Background: an optimization exercise with open tools, aiming at small area. Do not read the settings as production practice. The RTL was checked by simulation tests, not by an equivalence proof against the original design. Power is estimated from default activity; no workload was simulated.

### flow/run.sh
#!/bin/bash
# synth_recipe.tcl (not shown) runs the flow's synth.tcl, then flattens the netlist and writes it again
# the make line also repeats each setting of config.mk as NAME=value (left out here)
make -C /OpenROAD-flow-scripts/flow DESIGN_CONFIG=/design/flow/config.mk WORK_HOME=/design/flow/orfs CLKGATE_MAP_FILE= SYNTH_SCRIPT=/design/flow/synth_recipe.tcl finish
### flow/config.mk
export PLATFORM = sky130hd
export DESIGN_NAME = bms_frame_codec
export DESIGN_NICKNAME = bms_frame_codec
export VERILOG_FILES = /design/flow/design.v
export SDC_FILE = /design/flow/constraint.sdc
export NUM_CORES = 4
export LEC_CHECK = 0
export CAP_MARGIN = 20
export CORE_MARGIN = 2
export CORE_UTILIZATION = 40
export SLEW_MARGIN = 20
### flow/constraint.sdc
create_clock -name core_clock -period 10.0 [get_ports {clk}]
set_input_delay 2.0000 -clock core_clock [delete_from_list [all_inputs] [get_ports {clk}]]
set_output_delay 2.0000 -clock core_clock [all_outputs]
set_load 0.01 [all_outputs]
### flow/design.v
module bms_crc8_step (
    input  wire [7:0] crc_in,
    input  wire [7:0] data_in,
    output reg  [7:0] crc_out
);
    integer i;
    reg [7:0] a;
    always @(*) begin
        a = crc_in ^ data_in;
        for (i = 0; i < 8; i = i + 1) begin
            if (a[7])
                a = {a[6:0], 1'b0} ^ 8'h07;
            else
                a = {a[6:0], 1'b0};
        end
        crc_out = a;
    end
endmodule
module bms_frame_codec (
    input  wire        clk,
    input  wire        rst,
    input  wire        op_valid,
    output wire        op_ready,
    input  wire [7:0]  op_code,
    input  wire [31:0] op_arg,
    input  wire        hin_valid,
    output wire        hin_ready,
    input  wire [7:0]  hin_data,
    output wire        res_valid,
    input  wire        res_ready,
    output wire [3:0]  res_code,
    output wire [31:0] res_data,
    output wire        hout_valid,
    input  wire        hout_ready,
    output wire [7:0]  hout_data,
    output wire        tx_valid,
    input  wire        tx_ready,
    output wire [7:0]  tx_data,
    input  wire        rx_valid,
    output wire        rx_ready,
    input  wire        rx_tmo,
    input  wire [7:0]  rx_data
);
    localparam [7:0] OP_CRC_CLR  = 8'h00;
    localparam [7:0] OP_CRC_UPD  = 8'h01;
    localparam [7:0] OP_FRAME_TX = 8'h03;
    localparam [7:0] OP_FRAME_RX = 8'h04;
    localparam [3:0] RC_OK        = 4'd0;
    localparam [3:0] RC_NO_PACKET = 4'd2;
    localparam [3:0] RC_BAD_INPUT = 4'd3;
    localparam [3:0] RC_BAD_OP    = 4'd9;
    localparam [7:0] NP_TIMEOUT = 8'd0;
    localparam [7:0] NP_SHORT   = 8'd1;
    localparam [7:0] NP_FRAMING = 8'd2;
    localparam [7:0] NP_CRC     = 8'd3;
    localparam [2:0] S_IDLE = 3'd0;
    localparam [2:0] S_TX   = 3'd1;
    localparam [2:0] S_RX   = 3'd2;
    localparam [2:0] S_RES  = 3'd3;
    localparam [2:0] S_POUT = 3'd4;
    localparam [2:0] TX_PRE   = 3'd0;
    localparam [2:0] TX_SYNC  = 3'd1;
    localparam [2:0] TX_HDR   = 3'd2;
    localparam [2:0] TX_PAY   = 3'd3;
    localparam [2:0] TX_CRC   = 3'd4;
    localparam [2:0] TX_DRAIN = 3'd5;
    localparam [2:0] RX_SEEK_PREAMBLE = 3'd0;
    localparam [2:0] RX_SEEK_SYNC     = 3'd1;
    localparam [2:0] RX_READ_HEADER   = 3'd2;
    localparam [2:0] RX_READ_PAYLOAD  = 3'd3;
    localparam [2:0] RX_READ_CRC      = 3'd4;
    reg [2:0]  state;
    reg        res_vld;
    reg [3:0]  res_code_r;
    reg [31:0] res_data_r;
    reg [7:0]  crc_acc;
    wire [7:0] crc_acc_next;
    reg [2:0]  tx_ph;
    reg [7:0]  tx_cnt;
    reg [7:0]  tx_f, tx_a, tx_c, tx_l;
    reg [7:0]  tx_crc;
    reg        tx_vld;
    reg [7:0]  tx_byte;
    reg [7:0]  tx_next;
    wire [7:0] tx_crc_next;
    reg [2:0]  rx_st;
    reg [1:0]  rx_hcnt;
    reg [7:0]  rx_hdr [0:3];
    reg [7:0]  rx_pcnt;
    reg [7:0]  rx_crc;
    reg [7:0]  rx_pay [0:254];
    wire [7:0] rx_crc_next;
    reg [7:0]  pout_len;
    reg [7:0]  pout_ptr;
    bms_crc8_step u_crc_acc (.crc_in(crc_acc), .data_in(op_arg[7:0]), .crc_out(crc_acc_next));
    bms_crc8_step u_crc_tx  (.crc_in(tx_crc),  .data_in(tx_next),     .crc_out(tx_crc_next));
    bms_crc8_step u_crc_rx  (.crc_in(rx_crc),  .data_in(rx_data),     .crc_out(rx_crc_next));
    wire tx_slot = !tx_vld || tx_ready;
    assign op_ready   = (state == S_IDLE);
    assign res_valid  = res_vld;
    assign res_code   = res_code_r;
    assign res_data   = res_data_r;
    assign tx_valid   = tx_vld;
    assign tx_data    = tx_byte;
    assign hin_ready  = (state == S_TX) && (tx_ph == TX_PAY) && tx_slot;
    assign rx_ready   = (state == S_RX);
    assign hout_valid = (state == S_POUT);
    assign hout_data  = rx_pay[pout_ptr];
    wire op_take  = op_valid && op_ready;
    wire hin_take = hin_valid && hin_ready;
    wire rx_take  = rx_valid && rx_ready;
    always @(*) begin
        case (tx_cnt[1:0])
            2'd0:    tx_next = tx_f;
            2'd1:    tx_next = tx_a;
            2'd2:    tx_next = tx_c;
            default: tx_next = tx_l;
        endcase
        if (tx_ph == TX_PAY)
            tx_next = hin_data;
    end
    always @(posedge clk) begin
        if (rx_take && !rx_tmo && rx_st == RX_READ_PAYLOAD)
            rx_pay[rx_pcnt] <= rx_data;
    end
    always @(posedge clk) begin
        if (rst) begin
            state      <= S_IDLE;
            res_vld    <= 1'b0;
            res_code_r <= 4'd0;
            res_data_r <= 32'd0;
            crc_acc    <= 8'h00;
            tx_ph      <= TX_PRE;
            tx_cnt     <= 8'd0;
            tx_f       <= 8'd0;
            tx_a       <= 8'd0;
            tx_c       <= 8'd0;
            tx_l       <= 8'd0;
            tx_crc     <= 8'h00;
            tx_vld     <= 1'b0;
            tx_byte    <= 8'h00;
            rx_st      <= RX_SEEK_PREAMBLE;
            rx_hcnt    <= 2'd0;
            rx_pcnt    <= 8'd0;
            rx_crc     <= 8'h00;
            pout_len   <= 8'd0;
            pout_ptr   <= 8'd0;
        end else begin
            case (state)
            S_IDLE: begin
                if (op_take) begin
                    case (op_code)
                    OP_CRC_CLR: begin
                        crc_acc    <= 8'h00;
                        res_vld    <= 1'b1;
                        res_code_r <= RC_OK;
                        res_data_r <= 32'd0;
                        state      <= S_RES;
                    end
                    OP_CRC_UPD: begin
                        crc_acc    <= crc_acc_next;
                        res_vld    <= 1'b1;
                        res_code_r <= RC_OK;
                        res_data_r <= {24'd0, crc_acc_next};
                        state      <= S_RES;
                    end
                    OP_FRAME_TX: begin
                        if (op_arg[6:0] != 7'd0) begin
                            res_vld    <= 1'b1;
                            res_code_r <= RC_BAD_INPUT;
                            res_data_r <= {24'd0, op_arg[7:0]};
                            state      <= S_RES;
                        end else begin
                            tx_f   <= op_arg[7:0];
                            tx_a   <= op_arg[15:8];
                            tx_c   <= op_arg[23:16];
                            tx_l   <= op_arg[31:24];
                            tx_ph  <= TX_PRE;
                            tx_cnt <= 8'd0;
                            tx_crc <= 8'h00;
                            state  <= S_TX;
                        end
                    end
                    OP_FRAME_RX: begin
                        rx_st <= RX_SEEK_PREAMBLE;
                        state <= S_RX;
                    end
                    default: begin
                        res_vld    <= 1'b1;
                        res_code_r <= RC_BAD_OP;
                        res_data_r <= {24'd0, op_code};
                        state      <= S_RES;
                    end
                    endcase
                end
            end
            S_TX: begin
                if (tx_vld && tx_ready)
                    tx_vld <= 1'b0;
                case (tx_ph)
                TX_PRE: if (tx_slot) begin
                    tx_byte <= 8'h55;
                    tx_vld  <= 1'b1;
                    if (tx_cnt == 8'd3) begin
                        tx_cnt <= 8'd0;
                        tx_ph  <= TX_SYNC;
                    end else begin
                        tx_cnt <= tx_cnt + 8'd1;
                    end
                end
                TX_SYNC: if (tx_slot) begin
                    tx_byte <= 8'hF0;
                    tx_vld  <= 1'b1;
                    tx_cnt  <= 8'd0;
                    tx_ph   <= TX_HDR;
                end
                TX_HDR: if (tx_slot) begin
                    tx_byte <= tx_next;
                    tx_vld  <= 1'b1;
                    tx_crc  <= tx_crc_next;
                    if (tx_cnt == 8'd3) begin
                        tx_cnt <= 8'd0;
                        tx_ph  <= (tx_l != 8'd0) ? TX_PAY : TX_CRC;
                    end else begin
                        tx_cnt <= tx_cnt + 8'd1;
                    end
                end
                TX_PAY: if (hin_take) begin
                    tx_byte <= tx_next;
                    tx_vld  <= 1'b1;
                    tx_crc  <= tx_crc_next;
                    if (tx_cnt == tx_l - 8'd1) begin
                        tx_cnt <= 8'd0;
                        tx_ph  <= TX_CRC;
                    end else begin
                        tx_cnt <= tx_cnt + 8'd1;
                    end
                end
                TX_CRC: if (tx_slot) begin
                    tx_byte <= tx_crc;
                    tx_vld  <= 1'b1;
                    tx_ph   <= TX_DRAIN;
                end
                default: if (tx_vld && tx_ready) begin
                    res_vld    <= 1'b1;
                    res_code_r <= RC_OK;
                    res_data_r <= {23'd0, {1'b0, tx_l} + 9'd10};
                    tx_ph      <= TX_PRE;
                    state      <= S_RES;
                end
                endcase
            end
            S_RX: begin
                if (rx_take) begin
                    if (rx_tmo) begin
                        res_vld    <= 1'b1;
                        res_code_r <= RC_NO_PACKET;
                        res_data_r <= {24'd0, (rx_st == RX_SEEK_PREAMBLE) ? NP_TIMEOUT : NP_SHORT};
                        rx_st      <= RX_SEEK_PREAMBLE;
                        state      <= S_RES;
                    end else begin
                        case (rx_st)
                        RX_SEEK_PREAMBLE: begin
                            if (rx_data == 8'h55)
                                rx_st <= RX_SEEK_SYNC;
                        end
                        RX_SEEK_SYNC: begin
                            if (rx_data == 8'hF0) begin
                                rx_hcnt <= 2'd0;
                                rx_pcnt <= 8'd0;
                                rx_crc  <= 8'h00;
                                rx_st   <= RX_READ_HEADER;
                            end else if (rx_data != 8'h55) begin
                                res_vld    <= 1'b1;
                                res_code_r <= RC_NO_PACKET;
                                res_data_r <= {24'd0, NP_FRAMING};
                                rx_st      <= RX_SEEK_PREAMBLE;
                                state      <= S_RES;
                            end
                        end
                        RX_READ_HEADER: begin
                            rx_hdr[rx_hcnt] <= rx_data;
                            rx_hcnt <= rx_hcnt + 2'd1;
                            rx_crc  <= rx_crc_next;
                            if (rx_hcnt == 2'd3)
                                rx_st <= (rx_data != 8'd0) ? RX_READ_PAYLOAD : RX_READ_CRC;
                        end
                        RX_READ_PAYLOAD: begin
                            rx_pcnt <= rx_pcnt + 8'd1;
                            rx_crc  <= rx_crc_next;
                            if (rx_pcnt + 8'd1 == rx_hdr[3])
                                rx_st <= RX_READ_CRC;
                        end
                        default: begin  
                            rx_st   <= RX_SEEK_PREAMBLE;
                            res_vld <= 1'b1;
                            state   <= S_RES;
                            if (rx_data == rx_crc) begin
                                res_code_r <= RC_OK;
                                res_data_r <= {rx_hdr[3], rx_hdr[2], rx_hdr[1], rx_hdr[0][7], 7'd0};
                                pout_len   <= rx_hdr[3];
                                pout_ptr   <= 8'd0;
                            end else begin
                                res_code_r <= RC_NO_PACKET;
                                res_data_r <= {24'd0, NP_CRC};
                                pout_len   <= 8'd0;
                            end
                        end
                        endcase
                    end
                end
            end
            S_RES: begin
                if (res_ready) begin
                    res_vld <= 1'b0;
                    if (res_code_r == RC_OK && pout_len != 8'd0)
                        state <= S_POUT;
                    else
                        state <= S_IDLE;
                end
            end
            S_POUT: begin
                if (hout_ready) begin
                    if (pout_ptr == pout_len - 8'd1) begin
                        pout_len <= 8'd0;
                        state    <= S_IDLE;
                    end
                    pout_ptr <= pout_ptr + 8'd1;
                end
            end
            default: state <= S_IDLE;
            endcase
        end
    end
endmodule
==> reports/qor.yml <==
cts_tree: "built"
cp.arrival_ns: 6.02
yosys.area_share.adder_pct: 0.295
cts-resized-gates: 0
reg2reg_depth: 6
synth-seq-cells: 2217
cp_slowest_stage_delay_ns: 0.85
wl_per_cell_um: 29.5
yosysTopAreaCell: "edfxtp_1"
critical_path_buf_inv_count: 3
avgViaCountPerCell: 5.84
worstHoldPathCells: 2
rrSetupSlack_ns: 5.42
final_hold_viol_count: 0
clk_path_buf_depth: 3
cts_root_buf: "clkbuf_16"
period_share_pct: 80.2
synth-edff-count: 2065
ir_worst_vdd_uv: 158
max_freq_mhz: 125
relSlewSlack_pct: 21.4
finalCriticalPeriod_ns: 8.02
clk_pin_slew_worst_paths_ns: 0.06
firstDrtPassIters: 6
yosys_most_used_dff: "edfxtp_1"
antenna_left: 0
port_buffers: 121
ys_warn_count: 2
critPathKind: "reg2out"
die_h_um: 476
cts_max_level: 4
netlist_instances: 5029
hold_class: "reg2reg"
crit_required_ns: 8.00
synth-seq-area-share_pct: 73.1
wirelength_mm: 246
pin_count: 123
fp-row-count: 173
ctsHoldBuffers: 0
cts_made_buffers: 222
clk_latency_ns: 0.88
worstMarginPinSlew_ns: 1.17
maxCapViolations: 0
gr-total-overflow: 0
antenna_found_initial: 9
end_kind: "output pin"
area_growth_pct: 13.3
clock_sinks: 2217
regArea_sq_um: 65100
drive_above_1_share_pct: 17.0
setup_tns_ns: 0
layout.nets: 5264
crit_chain: "buf_4 > buf_4 > mux4_2 > nand2_1 > a31oi_1 > a22o_1 > nor4_1 > o31ai_1 > clkdlybuf4s50_1"
grt_pass1_vias: 48200
p_leak_nw: 30.4
synth-simple-area-share_pct: 5.42
syn-cell-area_sq_um: 89000
die_x_um: 476
drc: 0
post-route-util_pct: 45.5
cp_num_cells: 9
synth.top_cells.by_area: "edfxtp_1, mux4_2, dfxtp_1, mux2i_1, nor2_1"
muxShareOfSynthArea_pct: 13.4
drt_iter0_drc: 5789
track_usage_pct: 21.6
clock_skew_ns: 0.0771
rsz0062_at_grt: "no"
synth_xor_area_share_pct: 1.14
cp_slowest_cell: "dfxtp_4"
finalMaxSlewViolations: 0
avgSynthCellArea_sq_um: 17.7
initial_utilization_pct: 40.1
grt_pass1_wl_mm: 352
via_count: 48800
synth_fp_nets: 5115
p_per_area_nw_per_um2: 204
synth_compound_area_share_pct: 4.63
core_sq_um: 222000
timing.critical_path.mode_cell: "buf_4"
multi_input_area_sq_um: 22200
postSynth.asyncResetShare_pct: 0
filler_cell_count: 18900
synth.distinct_cells: 87
p_total_mw: 20.6
finalSetupViolations: 0
status: "finished clean"
synth_top_area_share_pct: 69.7
die-area_sq_um: 226000
hpwl_mm: 153
crit_fanout: 42
grt_max_degree: 214
cp_top_family: "buffers and inverters"
gp_congestion: 0.880
worst_setup_path_start_kind: "register"
cts_setup_buffers: 0
synth_top_family_by_area: "multiplexers"
-- power by group --
group | switching, mW | total, mW | leakage [nW] | internal [mW]
Clock | 3.65 | 8.41 | 3.56 | 4.76
Combinational | 1.08 | 1.97 | 7.10 | 0.883
Sequential | 0.0633 | 10.2 | 19.8 | 10.2
-- cell families (layout without fill, tap and decap cells) --
kind of cell,count (synthesis),after routing
DFF,2217,2217
and+or+nand+nor,1072,1072
muxes,657,657
AOI/OAI and AO/OA,612,612
buffers and inverters,344,680
xor gates and xnor gates,105,105
adders and majority gates,21,21
other,1,5
-- stage by stage --
stage               instance area [sq um]  setup WS (ns)  hold WS [ns]  std cells
global placement                    93400           2.98         0.442       7929
global route                       101000           1.77         0.474       8344
CTS                                101000           2.03         0.454       8340
finish                             101000           1.98         0.455       8344
floorplan                           89000           5.50         0.430       5029
detailed placement                  93400           2.99         0.445       7929
-- cell usage in the layout, fill, tap and decap left out, types with 16 or more instances in the layout --
master           instances
clkdlybuf4s50_1        112
nor2_1                 420
bufinv_16               24
a22oi_1                 35
and2_1                  35
clkinv_2                36
a31oi_1                 22
o21ai_0                 71
nor2b_1                 24
mux2i_1                219
and3_1                  26
o22ai_1                 53
clkbuf_16              224
clkbuf_1                39
nand3_1                 84
edfxtp_1              2065
nand2_1                302
nor3_1                  56
nand2b_1                21
xnor2_1                 67
o221ai_1                59
xor2_1                  31
ha_1                    21
dfxtp_1                147
a211oi_1                32
a21oi_1                183
mux4_2                 429
clkinv_1                57
inv_1                   38
a221oi_1                18
buf_4                   92
nand4_1                 18
nor4_1                  16
-- worst min-delay path, cell delays in order, from the launching register on --
cell and delay (ns):
dfxtp_1 0.31, nand2_1 0.05, a21oi_1 0.05
-- sequential cells by signal, indices dropped and copies added, names as in the netlist, 8 cells and up, named ones only --
register,cells
crc_acc,8
pout_len,8
pout_ptr,8
res_data_r,32
rx_crc,8
rx_hdr,25
rx_pay,2040
rx_pcnt,8
tx_a,8
tx_byte,8
tx_c,8
tx_cnt,8
tx_crc,8
tx_f,8
tx_l,8
-- metal layers --
metal / track usage, % / share of wire (%) / up-vias
met2: 34.0 / 47 / 2199
li1: - / - / 20500
met5: 0 / 0.015 / -
met1: 30.1 / 41 / 25700
met4: 7.17 / 3.2 / 6
met3: 4.18 / 8.2 / 402
-- synthesized netlist by cell type, types with 31 or more instances --
| cell type | number |
|---|---|
| nor3_1 | 58 |
| buf_2 | 43 |
| clkbuf_1 | 165 |
| mux2i_1 | 219 |
| mux4_2 | 429 |
| xnor2_1 | 67 |
| a21oi_1 | 183 |
| buf_4 | 36 |
| nor2_1 | 420 |
| o21ai_0 | 71 |
| inv_1 | 39 |
| a211oi_1 | 32 |
| and2_1 | 35 |
| o22ai_1 | 53 |
| o221ai_1 | 59 |
| edfxtp_1 | 2065 |
| nand2_1 | 311 |
| buf_6 | 33 |
| xor2_1 | 31 |
| nand3_1 | 84 |
| dfxtp_1 | 152 |
| a22oi_1 | 35 |
-- worst paths after layout --
kind / endpoint / from
setup / recovery: hout_data[7] / register
hold / removal: res_data_r[9] / res_data_r[9]
setup reg to reg: rx_pay[73][1] / state[1]
hold reg to reg: res_data_r[9] / res_data_r[9]
-- cell type report --
type	instances	share of cell area, %
Sequential cell	2217	64.6
Tap cell	2975	3.69
Antenna cell	4	0.00993
Timing Repair Buffer	227	2.20
Clock buffer	265	5.73
Inverter	42	0.163
Clock inverter	146	1.56
Multi-Input combinational cell	2468	22.1

[afterwards: timing with drivers on the ports]
The results above use ideal ports. As a check the final layout listed here was re-extracted and re-timed, cells and wires unchanged.
Step 1 (the two cells are an assumption about what drives the block):
set clk [get_ports {clk}]
set_driving_cell -lib_cell sky130_fd_sc_hd__clkbuf_16 $clk
set_driving_cell -lib_cell sky130_fd_sc_hd__buf_2 [delete_from_list [all_inputs] $clk]
Step 2 also shifts input and output timing later by t, the mid clock arrival at the registers, as if the neighbouring blocks saw the same clock.
Three values: no drivers, after step 1, after step 2; two values: the first two.
t (ns): 0.934
slack for setup (ns): 1.980 / 1.889 / 2.823
pins driven straight from the clock port: 1
After both steps setup and hold are still met in this run. The setup slack of this run moves by -0.091 ns with the drivers and by +0.843 ns with both steps.
